Source: an optimization exercise on an open RTL-to-GDS flow (aim: small area, a short achievable clock period and few clock cycles per item). Production flows keep margins and buffers that such runs may drop.
In this exercise RTL edits were held to simulation tests only and were not proved equivalent to the original.
No activity file was given, so power comes from the tool's default toggle rates.

<file path="flow/run.sh">
#!/bin/bash
# synth_recipe.tcl (not shown) runs the flow's synth.tcl, then flattens the netlist and writes it again
# the make line also repeats each setting of config.mk as NAME=value (left out here)
make -C /OpenROAD-flow-scripts/flow DESIGN_CONFIG=/design/flow/config.mk WORK_HOME=/design/flow/orfs CLKGATE_MAP_FILE= SYNTH_SCRIPT=/design/flow/synth_recipe.tcl finish
</file>
<file path="flow/config.mk">
export PLATFORM = sky130hd
export DESIGN_NAME = wfb_timing
export DESIGN_NICKNAME = wfb_timing
export VERILOG_FILES = /design/flow/design.v
export SDC_FILE = /design/flow/constraint.sdc
export NUM_CORES = 4
export LEC_CHECK = 0
export CAP_MARGIN = 20
export CORE_MARGIN = 2
export CORE_UTILIZATION = 45
export SETUP_SLACK_MARGIN = 4.5
export SLEW_MARGIN = 20
export SYNTH_MEMORY_MAX_BITS = 16384
</file>
<file path="flow/constraint.sdc">
create_clock -name core_clock -period 11.0 [get_ports {clk}]
set_input_delay 2.2000 -clock core_clock [delete_from_list [all_inputs] [get_ports {clk}]]
set_output_delay 2.2000 -clock core_clock [all_outputs]
set_load 0.01 [all_outputs]
</file>
<file path="flow/design.v">
module wfb_div3 #(parameter W = 30) (
    input  wire [W-1:0] u,
    output reg  [W-1:0] q,
    output wire [1:0]   r
);
    function [1:0] m3add;
        input [1:0] a, b;
        case ({a, b})
            4'b00_00: m3add = 2'd0; 4'b00_01: m3add = 2'd1; 4'b00_10: m3add = 2'd2;
            4'b01_00: m3add = 2'd1; 4'b01_01: m3add = 2'd2; 4'b01_10: m3add = 2'd0;
            4'b10_00: m3add = 2'd2; 4'b10_01: m3add = 2'd0; 4'b10_10: m3add = 2'd1;
            default:  m3add = 2'd0;
        endcase
    endfunction
    function [1:0] m3neg;
        input [1:0] a;
        m3neg = {a[0], a[1]};
    endfunction
    localparam L = 5;    
    reg [1:0] p [0:W-1];
    reg [1:0] rr [0:W];
    integer k, l, j;
    always @* begin
        for (k = 0; k < W; k = k + 1) begin
            j = W - 1 - k;
            p[k] = u[j] ? ((j % 2 == 0) ? 2'd1 : 2'd2) : 2'd0;
        end
        for (l = 0; l < L; l = l + 1)
            for (k = W - 1; k >= 0; k = k - 1)
                if ((k >> l) & 1)
                    p[k] = m3add(p[k], p[((k >> l) << l) - 1]);
        rr[W] = 2'd0;
        for (k = 0; k < W; k = k + 1) begin
            j = W - 1 - k;
            rr[j] = (j % 2 == 0) ? p[k] : m3neg(p[k]);
        end
        for (j = 0; j < W; j = j + 1)
            q[j] = (rr[j+1] == 2'd2) || (rr[j+1] == 2'd1 && u[j]);
    end
    assign r = rr[0];
endmodule
module wfb_timing (
    input  wire        clk,
    input  wire        rst,         
    input  wire        cmd_valid,
    output wire        cmd_ready,
    input  wire [31:0] cmd,
    input  wire [31:0] a0,
    output reg         rsp_valid,
    output wire [31:0] rsp_status,
    output wire [63:0] rsp_r0,
    output wire [63:0] rsp_r1,
    output wire [63:0] rsp_r2,
    output wire [63:0] rsp_r3
);
    localparam [7:0] F_UNKNOWN_MCS     = 8'h01;
    localparam [7:0] F_BAD_BANDWIDTH   = 8'h03;
    localparam [7:0] F_BAD_FRAME_CODE  = 8'h04;
    localparam [7:0] F_ILLEGAL_COMMAND = 8'h05;
    localparam [7:0] F_NOT_CONFIGURED  = 8'h06;
    localparam [7:0] F_ILLEGAL_CONFIG  = 8'h07;
    localparam [7:0] E_OPERAND_RANGE   = 8'h08;
    localparam [7:0] OP_CFG_WR      = 8'h01;
    localparam [7:0] OP_CFG_RD      = 8'h02;
    localparam [7:0] OP_MCS_INFO    = 8'h10;
    localparam [7:0] OP_BLOCK_PLAN  = 8'h11;
    localparam [7:0] OP_TIMING_INIT = 8'h40;
    localparam [7:0] OP_DATA_RATE   = 8'h41;
    localparam [7:0] OP_BLOCK_TIME  = 8'h42;
    localparam [7:0] OP_BURST_TIME  = 8'h43;
    localparam [7:0] OP_NR_SYMBOLS  = 8'h44;
    localparam [7:0] OP_NR_BYTES    = 8'h45;
    localparam [2:0] F_IDLE = 3'd0, F_MUL = 3'd1, F_WAIT = 3'd2, F_TINIT = 3'd3, F_TKEY = 3'd4,
                     F_CNT = 3'd5;
    localparam [1:0] K_BURST = 2'd0, K_BT = 2'd1, K_DR = 2'd2, K_RD = 2'd3;
    localparam [1:0] E_IDLE = 2'd0, E_KEY = 2'd1, E_TINIT = 2'd2, E_BG = 2'd3;
    reg [31:0] cfg_bw;
    reg [15:0] cfg_fft, cfg_gnum, cfg_gden;
    reg [7:0]  cfg_fc;
    reg        tv, halted;
    reg [7:0]  cerr, fcause;
    reg [50:0] r0;
    reg [29:0] r1;
    reg [28:0] r2;
    reg [34:0] r3;
    wire [31:0] status = {8'd0, fcause, cerr, 6'd0, tv, halted};
    assign rsp_status = status;
    assign rsp_r3 = {29'd0, r3};
    reg [10:0] t_fft;
    reg [15:0] t_gnum, t_gden;
    reg [2:0]  t_fc;
    reg [2:0]  t_key;
    reg        key_v, key_bad;
    reg [2:0]  key_idx;
    reg [18:0] y0_r;            
    reg [32:0] fs_r;            
    reg [14:0] w_r;             
    reg [18:0] kc_r;            
    reg [45:0] p_r;
    reg [34:0] y_r;             
    reg [27:0] gf_r;            
    reg [84:0] mhat;
    reg [20:0] ts_r;            
    reg [61:0] zq;
    reg [18:0] spf_r;
    reg [9:0]  psps_r;
    reg [24:0] spacing_r;
    reg [19:0] tb_r, tg_r;
    reg [11:0] ps_r;
    reg        mh_v, zq_v, sp_v, tb_v, tg_v, ps_v;
    function [9:0] bps_of;    
        input [2:0] m;
        case (m)
            3'd0: bps_of = 10'd96;  3'd1: bps_of = 10'd192; 3'd2: bps_of = 10'd288;
            3'd3: bps_of = 10'd384; 3'd4: bps_of = 10'd576; 3'd5: bps_of = 10'd768;
            default: bps_of = 10'd864;
        endcase
    endfunction
    function [6:0] pb_of;
        input [2:0] m;
        case (m)
            3'd0: pb_of = 7'd12; 3'd1: pb_of = 7'd24; 3'd2: pb_of = 7'd36; 3'd3: pb_of = 7'd48;
            3'd4: pb_of = 7'd72; 3'd5: pb_of = 7'd96; default: pb_of = 7'd108;
        endcase
    endfunction
    function [7:0] cb_of;
        input [2:0] m;
        case (m)
            3'd0: cb_of = 8'd24; 3'd1, 3'd2: cb_of = 8'd48; 3'd3, 3'd4: cb_of = 8'd96;
            default: cb_of = 8'd144;
        endcase
    endfunction
    function [2:0] bits_of;
        input [2:0] m;
        case (m)
            3'd0: bits_of = 3'd1; 3'd1, 3'd2: bits_of = 3'd2; 3'd3, 3'd4: bits_of = 3'd4;
            default: bits_of = 3'd6;
        endcase
    endfunction
    function [15:0] rate_of;
        input [2:0] m;
        case (m)
            3'd0, 3'd1, 3'd3: rate_of = 16'h0102;
            3'd5: rate_of = 16'h0203;
            default: rate_of = 16'h0304;
        endcase
    endfunction
    function [8:0] sn_of;
        input [2:0] i;
        case (i)
            3'd0: sn_of = 9'd8;   3'd1: sn_of = 9'd86;  3'd2: sn_of = 9'd144;
            3'd3: sn_of = 9'd316; default: sn_of = 9'd57;
        endcase
    endfunction
    function [8:0] sd_of;
        input [2:0] i;
        case (i)
            3'd0: sd_of = 9'd7;   3'd1: sd_of = 9'd75;  3'd2: sd_of = 9'd125;
            3'd3: sd_of = 9'd275; default: sd_of = 9'd50;
        endcase
    endfunction
    function [6:0] fk_of;       
        input [2:0] i;
        case (i)
            3'd0: fk_of = 7'd50; 3'd1: fk_of = 7'd43; 3'd2: fk_of = 7'd36;
            3'd3: fk_of = 7'd79; default: fk_of = 7'd57;
        endcase
    endfunction
    function [7:0] tf_of;       
        input [2:0] c;
        case (c)
            3'd0: tf_of = 8'd25;  3'd1: tf_of = 8'd40;  3'd2: tf_of = 8'd50;
            3'd3: tf_of = 8'd80;  3'd4: tf_of = 8'd100; 3'd5: tf_of = 8'd125;
            default: tf_of = 8'd200;
        endcase
    endfunction
    function [24:0] ft_of;      
        input [2:0] c;
        case (c)
            3'd0: ft_of = 25'd2500000;  3'd1: ft_of = 25'd4000000;  3'd2: ft_of = 25'd5000000;
            3'd3: ft_of = 25'd8000000;  3'd4: ft_of = 25'd10000000; 3'd5: ft_of = 25'd12500000;
            default: ft_of = 25'd20000000;
        endcase
    endfunction
    wire [7:0] c_opc = cmd[31:24];
    wire [2:0] c_mcs = cmd[18:16];
    wire [7:0] c_reg = cmd[7:0];
    wire       c_rsv_ok = (cmd[23:19] == 5'd0) && (cmd[15:8] == 8'd0);
    wire       c_reg_rw = (c_reg <= 8'h04);
    wire       c_reg_ok = c_reg_rw || (c_reg == 8'h10) || (c_reg == 8'h11) ||
                          (c_reg >= 8'h20 && c_reg <= 8'h2A);
    wire       c_class_m = (c_opc == OP_MCS_INFO) || (c_opc == OP_BLOCK_PLAN) ||
                           (c_opc >= OP_DATA_RATE && c_opc <= OP_NR_BYTES);
    wire       c_timing = (c_opc >= OP_DATA_RATE && c_opc <= OP_NR_BYTES);
    reg        c_legal;
    always @* begin
        c_legal = 1'b0;
        if (c_rsv_ok) begin
            if (c_class_m)
                c_legal = (c_reg == 8'd0);
            else if (c_opc == OP_CFG_WR)
                c_legal = (c_mcs == 3'd0) && c_reg_rw;
            else if (c_opc == OP_CFG_RD)
                c_legal = (c_mcs == 3'd0) && c_reg_ok;
            else if (c_opc == OP_TIMING_INIT)
                c_legal = (c_mcs == 3'd0) && (c_reg == 8'd0);
        end
    end
    reg c_wr_fits;
    always @* begin
        case (c_reg)
            8'h00:   c_wr_fits = 1'b1;
            8'h04:   c_wr_fits = (a0[31:8] == 24'd0);
            default: c_wr_fits = (a0[31:16] == 16'd0);
        endcase
    end
    wire cfg_bad = (cfg_bw == 32'd0) || (cfg_fft < 16'd256) || (cfg_fft > 16'd1024) ||
                   (cfg_gden == 16'd0) || (cfg_gnum > cfg_gden);
    reg [2:0]  fs;
    reg [1:0]  wkind;
    reg [7:0]  opc_q;
    reg [2:0]  mcs_q;
    reg [7:0]  reg_q;
    reg [1:0]  ci;              
    reg        first_chunk;
    reg        fx2;             
    reg        x2_r;            
    reg [93:0] acc;             
    reg [1:0]  nl_r;            
    reg [45:0] eacc;            
    reg [29:0] cq, cq2;         
    reg [4:0]  c_r;             
    reg [4:0]  c_low;           
    reg        c_nz;            
    reg        c_t;             
    reg [2:0]  c_mcs3;          
    reg        c_st2;           
    reg        om_ns, om_nb, om_3, om_pad;
    assign cmd_ready = (fs == F_IDLE);
    wire accept = cmd_valid && (fs == F_IDLE);
    wire idle = (fs == F_IDLE);
    wire [2:0]  mcs_c = idle ? c_mcs : mcs_q;
    function [2:0] sha_of;
        input [2:0] m;
        case (m)
            3'd0, 3'd2, 3'd6: sha_of = 3'd2;
            3'd1, 3'd4:       sha_of = 3'd3;
            3'd3:             sha_of = 3'd4;
            default:          sha_of = 3'd5;
        endcase
    endfunction
    function [1:0] shb_of;
        input [2:0] m;
        case (m)
            3'd2, 3'd4: shb_of = 2'd2;
            3'd6:       shb_of = 2'd3;
            default:    shb_of = 2'd1;
        endcase
    endfunction
    wire [31:0] bb  = a0;
    wire [29:0] uu  = bb >> sha_of(c_mcs);
    reg  [4:0]  ulow;
    always @* begin
        case (sha_of(c_mcs))
            3'd2:    ulow = {3'd0, bb[1:0]};
            3'd3:    ulow = {2'd0, bb[2:0]};
            3'd4:    ulow = {1'd0, bb[3:0]};
            default: ulow = bb[4:0];
        endcase
    end
    wire [29:0] d1;
    wire [1:0]  rm1;
    wfb_div3 #(.W(30)) u_d1 (.u(uu), .q(d1), .r(rm1));
    wire [29:0] x1, x2;
    wire [1:0]  rx1, rx2;
    wfb_div3 #(.W(30)) u_x1 (.u(cq), .q(x1), .r(rx1));
    wfb_div3 #(.W(30)) u_x2 (.u(x1), .q(x2), .r(rx2));
    function [6:0] pad_of;
        input [2:0] m;
        input [4:0] um;      
        input [4:0] lo;      
        input       nz;
        reg   [6:0] bmod;
        begin
            case (sha_of(m))
                3'd2:    bmod = {um, lo[1:0]};
                3'd3:    bmod = {um[3:0], lo[2:0]};
                3'd4:    bmod = {um[2:0], lo[3:0]};
                default: bmod = {um[1:0], lo[4:0]};
            endcase
            pad_of = nz ? pb_of(m) - bmod : 7'd0;
        end
    endfunction
    wire       nz_a   = (ulow != 5'd0) || (rm1 != 2'd0);
    wire [4:0] um_s1  = c_r + {2'd0, rx1, 1'b0} + {3'd0, rx1};                        
    wire [4:0] um_s1b = um_s1 + {rx2, 3'd0} + {3'd0, rx2};                          
    wire       nz_s1  = c_nz || (rx1 != 2'd0);
    wire       nz_s1b = nz_s1 || (rx2 != 2'd0);
    wire [6:0] pad_o   = pad_of(c_mcs3, c_r, c_low, c_nz);
    wire        cm_x2  = (c_mcs3 == 3'd0) || (c_mcs3 == 3'd1) || (c_mcs3 == 3'd3);
    wire [29:0] q2sel  = cm_x2 ? cq : (c_mcs3 == 3'd5) ? {1'b0, cq[29:1]} : cq2;
    wire [1:0]  corr   = c_nz ? 2'd2 : cm_x2 ? 2'd0 : (c_mcs3 == 3'd5) ? {1'b0, cq[0]} : {1'b0, !c_t};
    wire [28:0] nb_o   = cq[28:0] + {28'd0, c_nz};
    wire [29:0] ns6    = cq + x1 + {28'd0, c_nz ? 2'd2 : {1'b0, rx1 != 2'd0}};
    wire [29:0] ns_o   = cq + q2sel + {28'd0, corr};
    reg  [50:0] acc_r0;
    always @* begin
        case ({x2_r, nl_r})
            3'd0:    acc_r0 = {21'd0, acc[93:64]};
            3'd1:    acc_r0 = {13'd0, acc[93:56]};
            3'd2:    acc_r0 = {5'd0, acc[93:48]};
            3'd3:    acc_r0 = acc[90:40];
            3'd4:    acc_r0 = {20'd0, acc[93:63]};
            3'd5:    acc_r0 = {12'd0, acc[93:55]};
            3'd6:    acc_r0 = {4'd0, acc[93:47]};
            default: acc_r0 = acc[89:39];
        endcase
    end
    wire [50:0] burst_o = acc_r0 + 51'd3;
    assign rsp_r0 = om_ns ? {34'd0, ns_o} : om_3 ? {13'd0, burst_o} : {13'd0, r0};
    assign rsp_r1 = om_nb ? {35'd0, nb_o} : {34'd0, r1};
    assign rsp_r2 = om_pad ? {54'd0, pad_o, 3'd0} : {35'd0, r2};
    reg [36:0] nb3;
    always @* begin
        case (shb_of(c_mcs))
            2'd1:    nb3 = {5'd0, a0} + {4'd0, a0, 1'b0};
            2'd2:    nb3 = {5'd0, a0} + {2'd0, a0, 3'b0};
            default: nb3 = {1'b0, a0, 4'd0} + {2'd0, a0, 3'b0} + {4'd0, a0, 1'b0} + {5'd0, a0};
        endcase
    end
    wire [38:0] nbytes_c = {2'd0, nb3} << sha_of(c_mcs);
    wire [2:0] mcs_s = mcs_c;
    wire [7:0] reg_s = idle ? c_reg : reg_q;
    reg  [1:0] dr_mul;    
    reg  [1:0] dr_sh;
    always @* begin
        case (mcs_s)
            3'd0: begin dr_mul = 2'd0; dr_sh = 2'd0; end
            3'd1: begin dr_mul = 2'd0; dr_sh = 2'd1; end
            3'd2: begin dr_mul = 2'd1; dr_sh = 2'd0; end
            3'd3: begin dr_mul = 2'd0; dr_sh = 2'd2; end
            3'd4: begin dr_mul = 2'd1; dr_sh = 2'd1; end
            3'd5: begin dr_mul = 2'd0; dr_sh = 2'd3; end
            default: begin dr_mul = 2'd2; dr_sh = 2'd0; end
        endcase
    end
    wire [65:0] zq_m = {4'd0, zq} + ((dr_mul == 2'd1) ? {3'd0, zq, 1'b0} :
                                     (dr_mul == 2'd2) ? {1'b0, zq, 3'b0} : 66'd0);
    wire [68:0] zq_s = {3'd0, zq_m} << dr_sh;
    wire [33:0] dr_val = zq_s[64:31];
    wire [86:0] mh3 = {2'd0, mhat} + {1'b0, mhat, 1'b0};
    wire [22:0] bt43_q;
    wire [1:0]  bt43_r;
    wfb_div3 #(.W(23)) u_bt (.u(mhat[84:62]), .q(bt43_q), .r(bt43_r));
    reg  [21:0] bt_val;
    always @* begin
        case (mcs_s)
            3'd0, 3'd1, 3'd3: bt_val = mhat[84:63];
            3'd5:             bt_val = mh3[86:65];
            default:          bt_val = bt43_q[21:0];
        endcase
    end
    reg [32:0] rd_val;
    reg        rd_ok;     
    always @* begin
        rd_ok = 1'b1;
        case (reg_s)
            8'h20:   rd_val = {24'd0, sn_of(t_key)};
            8'h21:   rd_val = {24'd0, sd_of(t_key)};
            8'h22:   rd_val = fs_r;
            8'h23:   begin rd_val = {8'd0, spacing_r}; rd_ok = sp_v; end
            8'h24:   begin rd_val = {13'd0, tb_r}; rd_ok = tb_v; end
            8'h25:   begin rd_val = {13'd0, tg_r}; rd_ok = tg_v; end
            8'h26:   rd_val = {12'd0, ts_r};
            8'h27:   begin rd_val = {21'd0, ps_r}; rd_ok = ps_v; end
            8'h28:   rd_val = {23'd0, psps_r};
            8'h29:   rd_val = {8'd0, ft_of(t_fc)};
            default: rd_val = {14'd0, spf_r};
        endcase
    end
    reg [31:0] rd_simple;
    always @* begin
        case (c_reg)
            8'h00:   rd_simple = cfg_bw;
            8'h01:   rd_simple = {16'd0, cfg_fft};
            8'h02:   rd_simple = {16'd0, cfg_gnum};
            8'h03:   rd_simple = {16'd0, cfg_gden};
            8'h04:   rd_simple = {24'd0, cfg_fc};
            8'h10:   rd_simple = status;
            default: rd_simple = 32'd0;
        endcase
    end
    wire rd_derived = (c_reg[7:4] == 4'h2);
    reg  [7:0]  eng_a;
    reg  [84:0] eng_b;
    reg         eng_acc;     
    wire        fe_mul = (fs == F_MUL) && (!first_chunk || fx2);
    wire [29:0] ns_m   = r1;               
    wire [1:0]  ci_m   = ci;
    wire [7:0]  chunk0 = ns_m[7:0];
    wire [1:0]  nl_m   = (ns_m[29:24] != 6'd0) ? 2'd3 : (ns_m[23:16] != 8'd0) ? 2'd2 :
                         (ns_m[15:8] != 8'd0) ? 2'd1 : 2'd0;
    reg  [7:0]  ns_chunk;
    always @* begin
        case (ci_m)
            2'd0:    ns_chunk = chunk0;
            2'd1:    ns_chunk = ns_m[15:8];
            2'd2:    ns_chunk = ns_m[23:16];
            default: ns_chunk = {2'd0, ns_m[29:24]};
        endcase
    end
    wire        m_last = (ci_m == nl_m);
    wire [7:0]  mul_a = fe_mul ? ns_chunk : eng_a;
    wire [84:0] mul_b = fe_mul ? mhat : eng_b;
    wire [93:0] mul_acc = fe_mul ? ((ci == 2'd0) ? ((fx2 && c_nz) ? {9'd0, mhat} : 94'd0) : {8'd0, acc[93:8]}) :
                                   (eng_acc ? {40'd0, eacc, 8'd0} : 94'd0);
    wire [93:0] mul_sum = mul_acc + mul_a * mul_b;
    reg  [34:0] drem;
    reg  [87:0] dq;
    reg  [34:0] dd;
    reg  [36:0] dd3;
    reg  [4:0]  dcnt;
    reg  [34:0] dr_n [0:2];
    reg  [87:0] dq_n [0:2];
    reg  [37:0] dt, ds1, ds2, ds3;
    integer s;
    always @* begin
        dr_n[0] = drem;
        dq_n[0] = dq;
        for (s = 0; s < 2; s = s + 1) begin
            dt  = {1'b0, dr_n[s], dq_n[s][87:86]};
            ds1 = dt - {3'd0, dd};
            ds2 = dt - {2'd0, dd, 1'b0};
            ds3 = dt - {1'b0, dd3};
            if (!ds3[37])      begin dr_n[s+1] = ds3[34:0]; dq_n[s+1] = {dq_n[s][85:0], 2'd3}; end
            else if (!ds2[37]) begin dr_n[s+1] = ds2[34:0]; dq_n[s+1] = {dq_n[s][85:0], 2'd2}; end
            else if (!ds1[37]) begin dr_n[s+1] = ds1[34:0]; dq_n[s+1] = {dq_n[s][85:0], 2'd1}; end
            else               begin dr_n[s+1] = dt[34:0];  dq_n[s+1] = {dq_n[s][85:0], 2'd0}; end
        end
    end
    wire ddone = (dcnt == 5'd0);
    wire dlast = (dcnt == 5'd1);
    reg        dload;
    reg [34:0] dl_rem, dl_d;
    reg [87:0] dl_q;
    reg [4:0]  dl_cnt;
    reg  [15:0] pr_rem;
    reg  [11:0] pr_q;
    reg  [2:0]  pr_cnt;
    reg  [16:0] pt1, pt2, pd1, pd2;
    reg  [15:0] pr1;
    always @* begin
        pt1 = {pr_rem, pr_q[11]};
        pd1 = pt1 - {1'b0, t_gden};
        pr1 = pd1[16] ? pt1[15:0] : pd1[15:0];
        pt2 = {pr1, pr_q[10]};
        pd2 = pt2 - {1'b0, t_gden};
    end
    wire [14:0] wq = dq[14:0];
    wire [5:0]  s7a = wq[2:0] + wq[5:3] + wq[8:6] + wq[11:9] + wq[14:12];
    wire [3:0]  s7b = s7a[2:0] + s7a[5:3];
    wire        dv7 = (s7b == 4'd0) || (s7b == 4'd7);
    wire [4:0]  s3a = wq[1:0] + wq[3:2] + wq[5:4] + wq[7:6] + wq[9:8] + wq[11:10] + wq[13:12] + wq[14];
    wire [2:0]  s3b = s3a[1:0] + s3a[3:2] + s3a[4];
    wire        dv3 = (s3b == 3'd0) || (s3b == 3'd3) || (s3b == 3'd6);
    wire [5:0]  s5a = wq[3:0] + wq[7:4] + wq[11:8] + wq[14:12];
    wire [4:0]  s5b = s5a[3:0] + s5a[5:4];
    wire        dv5 = (s5b == 5'd0) || (s5b == 5'd5) || (s5b == 5'd10) || (s5b == 5'd15);
    wire [6:0]  s11 = {2'd0, wq[4:0]} + {2'd0, wq[14:10]} + 7'd33 - {2'd0, wq[9:5]};
    wire        dv11 = (s11 == 7'd11) || (s11 == 7'd22) || (s11 == 7'd33) || (s11 == 7'd44) ||
                       (s11 == 7'd55) || (s11 == 7'd66) || (s11 == 7'd77) || (s11 == 7'd88);
    wire        bw_250k = (cfg_bw[3:0] == 4'd0) && (drem == 35'd0);
    reg [1:0] es, es_nx;
    reg [4:0] est, est_nx;
    reg  [16:0] t_gs;           
    wire [34:0] y_m1 = y_r - 35'd1;
    wire [27:0] gf_m1 = gf_r - 28'd1;
    wire [7:0] tf_c = tf_of(t_fc);
    wire tinit_go;
    wire cfgwr_ok;
    wire cfgwr_bw;
    reg        sa_whi, sa_wlo, sa_fhi, sa_flo, sa_ghi, sa_glo, sa_tlo;
    reg  [7:0] ea_k;
    reg        sb_kc, sb_gs, sb_y0, sb_y, sb_gf, sb_fft, sb_gnum, sb_p;
    reg        eacc_r;
    always @* begin
        eng_a = ({8{sa_whi}} & {1'b0, w_r[14:8]}) | ({8{sa_wlo}} & w_r[7:0]) |
                ({8{sa_fhi}} & {5'd0, t_fft[10:8]}) | ({8{sa_flo}} & t_fft[7:0]) |
                ({8{sa_ghi}} & t_gden[15:8]) | ({8{sa_glo}} & t_gden[7:0]) |
                ({8{sa_tlo}} & tf_c) | ea_k;
        eng_b = ({85{sb_kc}} & {66'd0, kc_r}) | ({85{sb_gs}} & {68'd0, t_gs}) |
                ({85{sb_y0}} & {66'd0, y0_r}) | ({85{sb_y}} & {50'd0, y_r}) |
                ({85{sb_gf}} & {57'd0, gf_r}) | ({85{sb_fft}} & {74'd0, t_fft}) |
                ({85{sb_gnum}} & {69'd0, t_gnum}) | ({85{sb_p}} & {39'd0, p_r});
        eng_acc = eacc_r;
    end
    always @* begin
        dload = 1'b0; dl_rem = 35'd0; dl_q = 88'd0; dl_d = 35'd0; dl_cnt = 5'd0;
        case (es)
            E_KEY: if (est == 5'd0) begin     
                dload = 1'b1; dl_rem = {23'd0, cfg_bw[31:20]}; dl_q = {cfg_bw[19:4], 72'd0};
                dl_d = 35'd15625; dl_cnt = 5'd4;
            end
            E_TINIT: begin
                if (est == 5'd1) begin           
                    dload = 1'b1; dl_rem = 35'd24; dl_q = {12'h6A0, 76'd0};
                    dl_d = {16'd0, y0_r}; dl_cnt = 5'd3;
                end
                if (est == 5'd5) begin           
                    dload = 1'b1; dl_rem = {10'd0, mul_sum[42:18]}; dl_q = {mul_sum[17:0], 70'd0};
                    dl_d = {7'd0, gf_r}; dl_cnt = 5'd5;
                end
                if (est == 5'd10 && dlast) begin  
                    dload = 1'b1; dl_rem = {14'd0, p_r[41:21]}; dl_q = {p_r[20:0], 32'd0, y_m1};
                    dl_d = y_r; dl_cnt = 5'd22;
                end
            end
            E_BG: case (est)
                5'd3: begin                       
                    dload = 1'b1; dl_rem = {15'd0, p_r[45:26]}; dl_q = {p_r[25:0], 14'd0, gf_m1, 20'd0};
                    dl_d = {7'd0, gf_r}; dl_cnt = 5'd17;
                end
                5'd5: begin                       
                    dload = 1'b1; dl_rem = {30'd0, fs_r[32:28]}; dl_q = {fs_r[27:0], 60'd0};
                    dl_d = {24'd0, t_fft}; dl_cnt = 5'd7;
                end
                5'd9: begin                       
                    dload = 1'b1; dl_rem = {30'd0, p_r[21:17]}; dl_q = {p_r[16:0], 3'd0, 68'd0};
                    dl_d = {16'd0, y0_r}; dl_cnt = 5'd5;
                end
                5'd15: begin                      
                    dload = 1'b1; dl_rem = {13'd0, p_r[38:17]}; dl_q = {p_r[16:0], 3'd0, 68'd0};
                    dl_d = y_r; dl_cnt = 5'd5;
                end
                default: ;
            endcase
            default: ;
        endcase
    end
    reg        e_adv;
    always @* begin
        e_adv = 1'b0;
        case (es)
            E_KEY:   e_adv = (est == 5'd1) ? ddone : 1'b1;
            E_TINIT: e_adv = (est == 5'd10) ? dlast : 1'b1;
            E_BG: case (est)
                5'd0, 5'd4, 5'd6, 5'd10, 5'd16: e_adv = ddone;
                5'd1, 5'd2, 5'd7, 5'd8, 5'd11, 5'd12, 5'd13, 5'd14: e_adv = !fe_mul;
                default: e_adv = 1'b1;
            endcase
            default: e_adv = 1'b0;
        endcase
    end
    always @* begin
        es_nx = es; est_nx = est;
        if (e_adv) est_nx = est + 5'd1;
        if (es == E_BG && fe_mul && (est == 5'd2 || est == 5'd8 || est == 5'd12 || est == 5'd14))
            est_nx = est - 5'd1;
        if (cfgwr_bw) begin
            es_nx = E_KEY; est_nx = 5'd0;
        end else if (cfgwr_ok && es == E_BG) begin
            es_nx = E_IDLE; est_nx = 5'd0;
        end else if (tinit_go) begin
            es_nx = E_TINIT; est_nx = 5'd1;
        end else begin
            case (es)
                E_KEY:   if (est == 5'd3) es_nx = E_IDLE;
                E_TINIT: if (est == 5'd17) begin es_nx = E_BG; est_nx = 5'd0; end
                E_BG:    if (est == 5'd16 && ddone) es_nx = E_IDLE;
                default: ;
            endcase
        end
    end
    always @(posedge clk) begin
        if (rst) begin
            es <= E_IDLE; est <= 5'd0;
        end else begin
            es <= es_nx; est <= est_nx;
        end
        {sa_whi, sa_wlo, sa_fhi, sa_flo, sa_ghi, sa_glo, sa_tlo} <= 7'd0;
        {sb_kc, sb_gs, sb_y0, sb_y, sb_gf, sb_fft, sb_gnum, sb_p} <= 8'd0;
        ea_k <= 8'd0;
        eacc_r <= 1'b0;
        case (es_nx)
            E_KEY: case (est_nx)
                5'd2:    begin sa_whi <= 1'b1; sb_kc <= 1'b1; end
                default: begin sa_wlo <= 1'b1; sb_kc <= 1'b1; eacc_r <= 1'b1; end
            endcase
            E_TINIT: case (est_nx)
                5'd1:  begin sa_fhi <= 1'b1; sb_gs <= 1'b1; end
                5'd2:  begin sa_flo <= 1'b1; sb_gs <= 1'b1; eacc_r <= 1'b1; end
                5'd3:  begin sa_ghi <= 1'b1; sb_y0 <= 1'b1; end
                5'd4:  begin sa_glo <= 1'b1; sb_y0 <= 1'b1; eacc_r <= 1'b1; end
                5'd5:  begin sa_tlo <= 1'b1; sb_y <= 1'b1; end
                5'd6:  begin ea_k <= 8'd12; sb_gf <= 1'b1; end         
                5'd7:  begin ea_k <= 8'd53; sb_gf <= 1'b1; eacc_r <= 1'b1; end
                5'd8:  begin ea_k <= 8'd2; sb_y0 <= 1'b1; end          
                default: begin ea_k <= 8'd113; sb_y0 <= 1'b1; eacc_r <= 1'b1; end
            endcase
            E_BG: case (est_nx)
                5'd1:  begin ea_k <= 8'd7; sb_y <= 1'b1; end           
                5'd2:  begin ea_k <= 8'd83; sb_y <= 1'b1; eacc_r <= 1'b1; end
                5'd7:  begin ea_k <= 8'd12; sb_fft <= 1'b1; end
                5'd8:  begin ea_k <= 8'd53; sb_fft <= 1'b1; eacc_r <= 1'b1; end
                5'd11: begin sa_fhi <= 1'b1; sb_gnum <= 1'b1; end
                5'd12: begin sa_flo <= 1'b1; sb_gnum <= 1'b1; eacc_r <= 1'b1; end
                5'd13: begin ea_k <= 8'd12; sb_p <= 1'b1; end
                default: begin ea_k <= 8'd53; sb_p <= 1'b1; eacc_r <= 1'b1; end
            endcase
            default: ;
        endcase
    end
    wire tinit_resp = (es == E_TINIT) && (est == 5'd17);
    always @(posedge clk) begin
        if (rst) begin
            key_v <= 1'b0; key_bad <= 1'b0; key_idx <= 3'd0; y0_r <= 19'd0;
            fs_r <= 33'd0; w_r <= 15'd0; kc_r <= 19'd0;
            p_r <= 46'd0; y_r <= 35'd0; gf_r <= 28'd0;
            mhat <= 85'd0; zq <= 62'd0; spf_r <= 19'd0; psps_r <= 10'd0; spacing_r <= 25'd0;
            tb_r <= 20'd0; tg_r <= 20'd0; ps_r <= 12'd0;
            mh_v <= 1'b0; zq_v <= 1'b0; sp_v <= 1'b0; tb_v <= 1'b0; tg_v <= 1'b0; ps_v <= 1'b0;
            drem <= 35'd0; dq <= 88'd0; dd <= 35'd0; dd3 <= 37'd0; dcnt <= 5'd0;
            pr_rem <= 16'd0; pr_q <= 12'd0; pr_cnt <= 3'd0; ts_r <= 21'd0;
        end else begin
            if (dload) begin
                drem <= dl_rem; dq <= dl_q; dd <= dl_d; dcnt <= dl_cnt;
                dd3 <= {2'd0, dl_d} + {1'b0, dl_d, 1'b0};
            end else if (!ddone) begin
                drem <= dr_n[2]; dq <= dq_n[2]; dcnt <= dcnt - 5'd1;
            end
            if (pr_cnt != 3'd0) begin
                pr_rem <= pd2[16] ? pt2[15:0] : pd2[15:0];
                pr_q   <= {pr_q[9:0], ~pd1[16], ~pd2[16]};
                pr_cnt <= pr_cnt - 3'd1;
            end
            if (cfgwr_bw) begin
                key_v <= 1'b0; dcnt <= 5'd0;
            end else if (cfgwr_ok && es == E_BG) begin
                dcnt <= 5'd0;
            end else if (tinit_go) begin
                dcnt <= 5'd0;
                mh_v <= 1'b0; zq_v <= 1'b0; sp_v <= 1'b0; tb_v <= 1'b0; tg_v <= 1'b0; ps_v <= 1'b0;
            end else begin
                case (es)
                E_KEY: case (est)
                    5'd1: if (ddone) begin
                        key_bad <= 1'b0;
                        if (!bw_250k) key_bad <= 1'b1;
                        if (dv7)                  begin key_idx <= 3'd0; w_r <= wq;               kc_r <= 19'd224702; end
                        else if (!wq[0] && dv3)   begin key_idx <= 3'd1; w_r <= {1'b0, wq[14:1]}; kc_r <= 19'd174777; end
                        else if (dv5)             begin key_idx <= 3'd2; w_r <= wq;               kc_r <= 19'd314580; end
                        else if (dv11)            begin key_idx <= 3'd3; w_r <= wq;               kc_r <= 19'd333645; end
                        else if (wq[2:0] == 3'd0) begin key_idx <= 3'd4; w_r <= {3'd0, wq[14:3]}; kc_r <= 19'd57; end
                        else key_bad <= 1'b1;
                    end
                    5'd3: begin
                        y0_r <= mul_sum[18:0];
                        key_v <= 1'b1;
                    end
                    default: ;
                endcase
                E_TINIT: case (est)
                    5'd2: gf_r <= mul_sum[27:0];
                    5'd4: y_r <= mul_sum[34:0];
                    5'd5: begin ps_r <= dq[11:0]; ps_v <= 1'b1; end
                    5'd3: begin pr_rem <= gf_r[27:12]; pr_q <= gf_r[11:0]; pr_cnt <= 3'd6; end
                    5'd7: p_r <= mul_sum[45:0];
                    5'd9: fs_r <= {mul_sum[26:0], 6'd0};
                    5'd10: if (dlast) spf_r <= dq_n[2][18:0];
                    5'd17: begin psps_r <= pr_q[11:2]; ts_r <= dq[20:0]; end
                    default: ;
                endcase
                E_BG: case (est)
                    5'd0:  if (ddone) begin mhat <= dq[84:0]; mh_v <= 1'b1; end
                    5'd2:  if (!fe_mul) p_r <= mul_sum[45:0];
                    5'd4:  if (ddone) begin zq <= dq[61:0]; zq_v <= 1'b1; end
                    5'd6:  if (ddone) begin spacing_r <= dq[24:0]; sp_v <= 1'b1; end
                    5'd8:  if (!fe_mul) p_r <= mul_sum[45:0];
                    5'd10: if (ddone) begin tb_r <= dq[19:0]; tb_v <= 1'b1; end
                    5'd12: if (!fe_mul) p_r <= mul_sum[45:0];
                    5'd14: if (!fe_mul) p_r <= mul_sum[45:0];
                    5'd16: if (ddone) begin tg_r <= dq[19:0]; tg_v <= 1'b1; end
                    default: ;
                endcase
                default: ;
                endcase
            end
        end
    end
    always @(posedge clk) begin
        if (rst) begin
            acc <= 94'd0; eacc <= 46'd0; nl_r <= 2'd0; x2_r <= 1'b0;
        end else if (fe_mul) begin
            acc <= mul_sum;
            nl_r <= nl_m;
            x2_r <= fx2;
        end else begin
            eacc <= mul_sum[45:0];
        end
    end
    assign cfgwr_ok = accept && !halted && c_legal && (c_opc == OP_CFG_WR) && c_wr_fits;
    assign cfgwr_bw = cfgwr_ok && (c_reg == 8'h00);
    wire   ti_acc   = accept && !halted && c_legal && (c_opc == OP_TIMING_INIT) && !cfg_bad;
    wire   ti_dec   = ti_acc ? key_v : (fs == F_TKEY && key_v);
    assign tinit_go = ti_dec && !key_bad && (cfg_fc <= 8'd6);
    always @(posedge clk) begin
        if (rst) begin
            cfg_bw <= 32'd0; cfg_fft <= 16'd0; cfg_gnum <= 16'd0; cfg_gden <= 16'd0; cfg_fc <= 8'd0;
            t_fft <= 11'd0; t_gnum <= 16'd0; t_gden <= 16'd0; t_fc <= 3'd0; t_key <= 3'd0; t_gs <= 17'd0;
            tv <= 1'b0; halted <= 1'b0; cerr <= 8'd0; fcause <= 8'd0;
            r0 <= 51'd0; r1 <= 30'd0; r2 <= 29'd0; r3 <= 35'd0;
            fs <= F_IDLE; rsp_valid <= 1'b0;
            wkind <= 2'd0; opc_q <= 8'd0; mcs_q <= 3'd0; reg_q <= 8'd0; ci <= 2'd0;
            first_chunk <= 1'b0; fx2 <= 1'b0;
            cq <= 30'd0; cq2 <= 30'd0; c_r <= 5'd0; c_low <= 5'd0; c_nz <= 1'b0; c_t <= 1'b0;
            c_mcs3 <= 3'd0; c_st2 <= 1'b0; om_ns <= 1'b0; om_nb <= 1'b0; om_3 <= 1'b0; om_pad <= 1'b0;
        end else begin
            rsp_valid <= 1'b0;
            if (tinit_go) begin
                t_fft <= cfg_fft[10:0]; t_gnum <= cfg_gnum; t_gden <= cfg_gden;
                t_fc <= cfg_fc[2:0]; t_key <= key_idx;
                t_gs <= {1'b0, cfg_gnum} + {1'b0, cfg_gden};
            end
            case (fs)
            F_IDLE: if (accept) begin
                opc_q <= c_opc;
                mcs_q <= c_mcs;
                reg_q <= c_reg;
                if (halted) begin
                    rsp_valid <= 1'b1;
                end else if (!c_legal) begin
                    halted <= 1'b1; fcause <= F_ILLEGAL_COMMAND; cerr <= 8'd0; rsp_valid <= 1'b1;
                end else if (c_class_m && c_mcs == 3'd7) begin
                    halted <= 1'b1; fcause <= F_UNKNOWN_MCS; cerr <= 8'd0; rsp_valid <= 1'b1;
                end else if (c_timing && !tv) begin
                    halted <= 1'b1; fcause <= F_NOT_CONFIGURED; cerr <= 8'd0; rsp_valid <= 1'b1;
                end else begin
                    if (c_opc != OP_TIMING_INIT) begin om_ns <= 1'b0; om_nb <= 1'b0; om_3 <= 1'b0; om_pad <= 1'b0; end
                    case (c_opc)
                    OP_CFG_WR: begin
                        if (!c_wr_fits) begin
                            cerr <= E_OPERAND_RANGE;
                        end else begin
                            case (c_reg)
                                8'h00:   cfg_bw   <= a0;
                                8'h01:   cfg_fft  <= a0[15:0];
                                8'h02:   cfg_gnum <= a0[15:0];
                                8'h03:   cfg_gden <= a0[15:0];
                                default: cfg_fc   <= a0[7:0];
                            endcase
                            tv <= 1'b0;
                            cerr <= 8'd0;
                        end
                        r0 <= 51'd0; r1 <= 30'd0; r2 <= 29'd0; r3 <= 35'd0;
                        rsp_valid <= 1'b1;
                    end
                    OP_CFG_RD: begin
                        r1 <= 30'd0; r2 <= 29'd0; r3 <= 35'd0;
                        if (rd_derived && tv && !rd_ok) begin
                            wkind <= K_RD; fs <= F_WAIT;
                        end else begin
                            r0 <= rd_derived ? (tv ? {18'd0, rd_val} : 51'd0) : {19'd0, rd_simple};
                            cerr <= 8'd0;
                            rsp_valid <= 1'b1;
                        end
                    end
                    OP_MCS_INFO: begin
                        r0 <= {48'd0, bits_of(c_mcs)};
                        r1 <= {14'd0, rate_of(c_mcs)};
                        r2 <= {22'd0, pb_of(c_mcs)};
                        r3 <= {27'd0, cb_of(c_mcs)};
                        cerr <= 8'd0; rsp_valid <= 1'b1;
                    end
                    OP_BLOCK_PLAN, OP_NR_SYMBOLS, OP_BURST_TIME: begin
                        cq <= d1;
                        c_r <= {3'd0, rm1};
                        c_low <= ulow;
                        c_nz <= nz_a;
                        c_mcs3 <= c_mcs;
                        c_st2 <= (c_mcs == 3'd6);
                        first_chunk <= 1'b1;
                        ci <= 2'd0;
                        fx2 <= (c_mcs == 3'd0) || (c_mcs == 3'd1) || (c_mcs == 3'd3);
                        om_ns <= 1'b0; om_nb <= 1'b0; om_3 <= 1'b0; om_pad <= 1'b0;
                        r0 <= (c_opc == OP_BLOCK_PLAN) ? {41'd0, pb_of(c_mcs), 3'd0} : 51'd0;
                        r1 <= d1;                
                        r2 <= 29'd0;
                        r3 <= (c_opc == OP_BLOCK_PLAN) ? {a0, 3'd0} : 35'd0;
                        if (shb_of(c_mcs) != 2'd1) begin
                            fs <= F_CNT;
                        end else if (c_opc == OP_BURST_TIME) begin
                            if (mh_v) fs <= F_MUL;
                            else begin wkind <= K_BURST; fs <= F_WAIT; end
                        end else begin
                            om_nb <= 1'b1;
                            om_ns <= (c_opc == OP_NR_SYMBOLS);
                            om_pad <= (c_opc == OP_BLOCK_PLAN);
                            cerr <= 8'd0; rsp_valid <= 1'b1;
                        end
                    end
                    OP_NR_BYTES: begin
                        r0 <= {12'd0, nbytes_c};
                        r1 <= 30'd0; r2 <= 29'd0; r3 <= 35'd0;
                        cerr <= 8'd0; rsp_valid <= 1'b1;
                    end
                    OP_DATA_RATE: begin
                        r1 <= {20'd0, bps_of(c_mcs)}; r2 <= 29'd0; r3 <= 35'd0;
                        if (zq_v) begin
                            r0 <= {17'd0, dr_val}; cerr <= 8'd0; rsp_valid <= 1'b1;
                        end else begin
                            wkind <= K_DR; fs <= F_WAIT;
                        end
                    end
                    OP_BLOCK_TIME: begin
                        r1 <= 30'd0; r2 <= 29'd0; r3 <= 35'd0;
                        if (mh_v) begin
                            r0 <= {29'd0, bt_val}; cerr <= 8'd0; rsp_valid <= 1'b1;
                        end else begin
                            wkind <= K_BT; fs <= F_WAIT;
                        end
                    end
                    default: begin    
                        if (cfg_bad) begin
                            halted <= 1'b1; fcause <= F_ILLEGAL_CONFIG; cerr <= 8'd0; rsp_valid <= 1'b1;
                        end else if (!key_v) begin
                            fs <= F_TKEY;
                        end else if (key_bad) begin
                            halted <= 1'b1; fcause <= F_BAD_BANDWIDTH; cerr <= 8'd0; rsp_valid <= 1'b1;
                        end else if (cfg_fc > 8'd6) begin
                            halted <= 1'b1; fcause <= F_BAD_FRAME_CODE; cerr <= 8'd0; rsp_valid <= 1'b1;
                        end else begin
                            fs <= F_TINIT;
                        end
                    end
                    endcase
                end
            end
            F_CNT: begin
                if (c_st2) begin                   
                    cq <= x2;
                    c_r <= um_s1b;
                    c_nz <= nz_s1b;
                    c_st2 <= 1'b0;
                end else begin                     
                    if (shb_of(mcs_q) == 2'd2) begin
                        cq <= x1; cq2 <= x2; c_nz <= nz_s1; c_t <= (rx2 == 2'd0); c_r <= um_s1;
                    end else begin
                        cq2 <= x1; c_t <= (rx1 == 2'd0);
                        if (opc_q == OP_BURST_TIME) begin    
                            r1 <= ns6;
                            r2 <= cq[28:0] + {28'd0, c_nz};
                            first_chunk <= 1'b0;
                        end
                    end
                    if (opc_q == OP_BURST_TIME) begin
                        if (mh_v) fs <= F_MUL;
                        else begin wkind <= K_BURST; fs <= F_WAIT; end
                    end else begin
                        om_nb <= 1'b1;
                        om_ns <= (opc_q == OP_NR_SYMBOLS);
                        om_pad <= (opc_q == OP_BLOCK_PLAN);
                        cerr <= 8'd0; rsp_valid <= 1'b1;
                        fs <= F_IDLE;
                    end
                end
            end
            F_TKEY: if (key_v) begin
                if (key_bad) begin
                    halted <= 1'b1; fcause <= F_BAD_BANDWIDTH; cerr <= 8'd0; rsp_valid <= 1'b1;
                    fs <= F_IDLE;
                end else if (cfg_fc > 8'd6) begin
                    halted <= 1'b1; fcause <= F_BAD_FRAME_CODE; cerr <= 8'd0; rsp_valid <= 1'b1;
                    fs <= F_IDLE;
                end else begin
                    fs <= F_TINIT;
                end
            end
            F_TINIT: if (tinit_resp) begin
                r0 <= {30'd0, dq[20:0]};
                r1 <= {11'd0, spf_r};
                r2 <= {19'd0, pr_q[11:2]};
                r3 <= {2'd0, fs_r};
                tv <= 1'b1; cerr <= 8'd0; rsp_valid <= 1'b1;
                om_ns <= 1'b0; om_nb <= 1'b0; om_3 <= 1'b0; om_pad <= 1'b0;
                fs <= F_IDLE;
            end
            F_WAIT: case (wkind)
                K_BURST: if (mh_v) fs <= F_MUL;
                K_BT: if (mh_v) begin
                    r0 <= {29'd0, bt_val}; cerr <= 8'd0; rsp_valid <= 1'b1; fs <= F_IDLE;
                end
                K_DR: if (zq_v) begin
                    r0 <= {17'd0, dr_val}; cerr <= 8'd0; rsp_valid <= 1'b1; fs <= F_IDLE;
                end
                default: if (rd_ok) begin
                    r0 <= {18'd0, rd_val}; cerr <= 8'd0; rsp_valid <= 1'b1; fs <= F_IDLE;
                end
            endcase
            F_MUL: begin
                first_chunk <= 1'b0;
                if ((first_chunk && !fx2) || (fx2 && m_last)) begin
                    r1 <= ns_o;
                    r2 <= nb_o;
                end
                if (first_chunk && !fx2) begin
                    ci <= 2'd0;
                end else if (m_last) begin
                    om_3 <= 1'b1;
                    cerr <= 8'd0; rsp_valid <= 1'b1;
                    fs <= F_IDLE;
                end else begin
                    ci <= ci_m + 2'd1;
                end
            end
            default: fs <= F_IDLE;
            endcase
        end
    end
endmodule
</file>
==> run summary <==
[per-layer routing]
metal	global-route usage, %	up-vias
li1	-	67036
met1	58.7	74048
met2	59.0	10112
met3	15.4	2057
met4	22.6	40
met5	0	-
[where the power goes]
| group | internal [uW] | switching (uW) | leakage (uW) |
|---|---|---|---|
| registers | 4800 | 285 | 0.0104 |
| logic | 10800 | 14900 | 0.0569 |
| clock network | 3450 | 2460 | 0.00274 |
| total | 19000 | 17700 | 0.0701 |
[worst max-delay path, delay by kind of cell, from the launching register on]
family / cells / cell delay [ns]
fa+ha+maj: 5 / 2.13
buf+inv: 4 / 0.35
flops: 1 / 0.51
compound gates: 16 / 4.18
simple gates: 4 / 1.19
xor+xnor: 1 / 0.16
[cell families (layout without fill, tap and decap cells)]
group / after synthesis / in the layout
simple gates: 6544 / 6558
compound gates: 5567 / 5572
buf+inv: 2462 / 3220
fa+ha+maj: 1654 / 1654
flops: 1282 / 1282
xor+xnor: 655 / 655
mux: 442 / 442
other cells: 1 / 154
[through the flow]
stage | setup WS, ns | hold WS [ns] | std cells | utilization, % | total power [uW]
floorplan | 3.92 | 0.424 | 18734 | - | 20300
global placement | 0.762 | 0.437 | 22040 | 47.8 | 25200
global route | 2.21 | 0.466 | 23490 | 56.6 | 38500
detailed placement | 0.696 | 0.442 | 22041 | 47.8 | 25200
CTS | 2.39 | 0.449 | 23122 | 54.2 | 34600
finish | 2.29 | 0.448 | 23515 | 56.7 | 36700
[sequential cells by signal, indices dropped and copies added (netlist names), 20 cells and up]
register,cells
acc,86
cfg_bw,32
cq,29
cq2,28
dd,35
dd3,36
dq,88
drem,35
eacc,46
fs_r,27
gf_r,28
mhat,85
p_r,46
r0,51
r1,30
r2,29
r3,32
spacing_r,25
tb_r,20
tg_r,20
ts_r,21
y_r,35
zq,62
[placed cells by master, fill, tap and decap left out, types with 166 or more instances in the layout]
master     instances
nor2b_1          205
a21oi_1         1650
buf_4           1109
xor2_1           193
ha_1             814
a21oi_2          259
nor2_1          1850
buf_6            303
nand3_1          478
xnor2_1          376
inv_1           1028
clkbuf_16        173
nand2_1         2481
o21ai_0          756
fa_1             664
o22ai_1          179
nor3_1           269
nand2b_1         211
mux2i_1          300
dfxtp_1         1210
a22oi_1          166
a21o_1           307
[area by class of cell]
class	count	area, sq um
diodes	26	65.1
clock buffers	226	4760
clock inverters	62	830
well taps	3978	4980
flip-flops and latches	1282	25900
multi-input cells	15009	113000
repair inverters	1	7.51
inverters	1120	4330
repair buffers	1811	17700
fillers	28150	131000
[path summary, 6_finish.rpt]
| kind | from | to | slack [ns] | depth (start not counted) |
|---|---|---|---|---|
| setup / recovery | p_r[14]$_SDFFE_PP0P_ | acc[88]$_SDFFE_PP0P_ | 2.29 | 30 |
| hold / removal | acc[92]$_SDFFE_PP0P_ | acc[92]$_SDFFE_PP0P_ | 0.45 | 2 |
| setup reg to reg | p_r[14]$_SDFFE_PP0P_ | acc[88]$_SDFFE_PP0P_ | 2.29 | 30 |
| hold reg to reg | acc[92]$_SDFFE_PP0P_ | acc[92]$_SDFFE_PP0P_ | 0.45 | 2 |
[repair_timing]
action | CTS | global route
gates resized for setup | 1703 | 1053
setup endpoints to repair | 973 | 842
setup buffers | 746 | 357
pin swaps | 733 | 742
gates cloned | 47 | 7
==> impl_metrics.csv <==
group,metric,value,unit
status,outcome,"no timing/DRC/antenna violations",
synth,synth-seq-cells,1282,
global_route,grt_first_pass_wirelength,985,mm
timing,slew_viol_final,0,
synth,postSynthCellCount,18607,
clock_tree,clock-root-buffer,"clkbuf_16",
setup_path,criticalPathCategory,"register to register",
detailed_routing,wl,702,mm
synth,yosys-top-cells-count,"nand2_1, nor2_1, a21oi_1",
detailed_routing,detail_route.wl_per_cell,29.9,microns
detailed_routing,wl_met3,101,mm
setup_path,worstPathRequired,11.77,ns
setup_path,critical-path-max-stage-delay,0.91,ns
setup_path,crit_arrival,9.48,ns
synth,yosys.area.top_type,"dfxtp_1",
pwr,power_density,214,nW/um^2
global_route,first_global_vias,137272,
pwr,peakVddDrop,0.474,mV
worst_hold_path,hp-class,"register to register",
setup_path,crit_slowest_cell,"nand4_1",
synth,yosys.area_share.simple,21.0,%
synth,synthArstFlopShare,0,%
cells_and_area,area_growth_syn_to_layout,25.5,%
detailed_routing,via_per_inst,6.52,
synth,synth_top_cell_area_share,18.8,%
clock_tree,cts_hold_buf,0,
placed_design,hpwl,504,mm
synth,synth_edf_count,0,
detailed_routing,dr.pass1.iters,13,
floorplan,die_y,554,microns
floorplan,io_pins,357,
placed_design,place_congestion,1.05,
detailed_routing,wl_met2,273,mm
synth,synth.most_common_cell,"nand2_1",
cells_and_area,nets,21102,
detailed_routing,ant_nets,0,
setup_path,worst-path-max-fanout,7,
global_route,antenna_found_initial,58,
global_route,grt-ovfl-total,0,
detailed_routing,drc,0,
synth,synthXorXnorAreaFrac,4.21,%
synth,yosys_warnings,9,
timing,fmax,0.115,GHz
floorplan,start_util,45.1,%
timing,rsz0062_at_grt,"yes",
setup_path,start_kind,"register",
cells_and_area,finalInstanceArea,171000,sq um
timing,worst_slew_pin_slew,1.43,ns
floorplan,die_width,554,microns
floorplan,core,302000,sq um
placed_design,placed_area,144000,sq um
floorplan,dieArea,307000,sq um
floorplan,rows,202,
global_route,grt_max_degree,201,
synth,synthAdderAreaFrac,19.0,%
flow_run,maxCapViolations,0,
setup_path,crit_top_cell,"fa_1",
setup_path,worstSetupEndpointType,"register",
pwr,power_leakage,0.0701,uW
clock_tree,cts_tree,"done",
timing,skew,0.0812,ns
synth,synth_ff_type,"dfxtp_1",
timing,maxSlewHeadroom,4.55,%
clock_tree,clock_latency,0.90,ns
global_route,grt_usage,43.1,%
clock_tree,clockBufferDepth,4,
timing,period_share,79.2,%
clock_tree,h-tree-depth,4,
synth,yosysSeqAreaShare,18.8,%
synth,synth_mux_area_share,3.59,%
synth,synth_area,136000,sq um
detailed_routing,vias,153293,
clock_tree,clock-sinks,1282,
synth,avgSynthCellArea,7.33,sq um
synth,synth_cell_types,117,
detailed_routing,wl_met1,281,mm
placed_design,numPortBuffers,228,
synth,synthTopCellsByArea,"dfxtp_1, fa_1, ha_1",
detailed_routing,maxUsedRoutingLayer,"met5",
clock_tree,cts_inserted_buffers,165,
synth,synth_top_family_by_area,"compound AO/OA/AOI/OAI gates",
timing,finalCriticalPeriod,8.71,ns
synth,synth_compound_gate_area_share,26.2,%
timing,setup_viol_count_final,0,
detailed_routing,dr.first_iter.drc_count,22838,
cells_and_area,layout-drive-gt1-share,19.9,%
timing,hold_viol,0,
clock_tree,path_clk_slew,0.06,ns
timing,fin_tns_setup,0,ns
Testbench counts, summed over its fixed seeds: cycles 8,667, commands 3,168.

## static timing again, ports no longer ideal
No port has a modelled driver above. Below, the same layout with a new extraction and two added sets of constraints. Step 1, drivers: a clkbuf_16 drives clk and a buf_2 each remaining input, both assumed. Step 2 times the ports against the registers' clock, not the clock port: input delays grow and output delays shrink by t, the midpoint of the rising clock arrivals with the driver on. Slacks: ideal ports / drivers / drivers and shift; pairs: ideal ports / drivers.
t, ns: 0.976
slack for setup (ns): 2.289 / 2.216 / 2.289
worst setup path at the end: register to register
After both steps this run still meets setup and hold. The setup slack of this run moves by -0.073 ns with the drivers and by 0.000 ns with both steps.
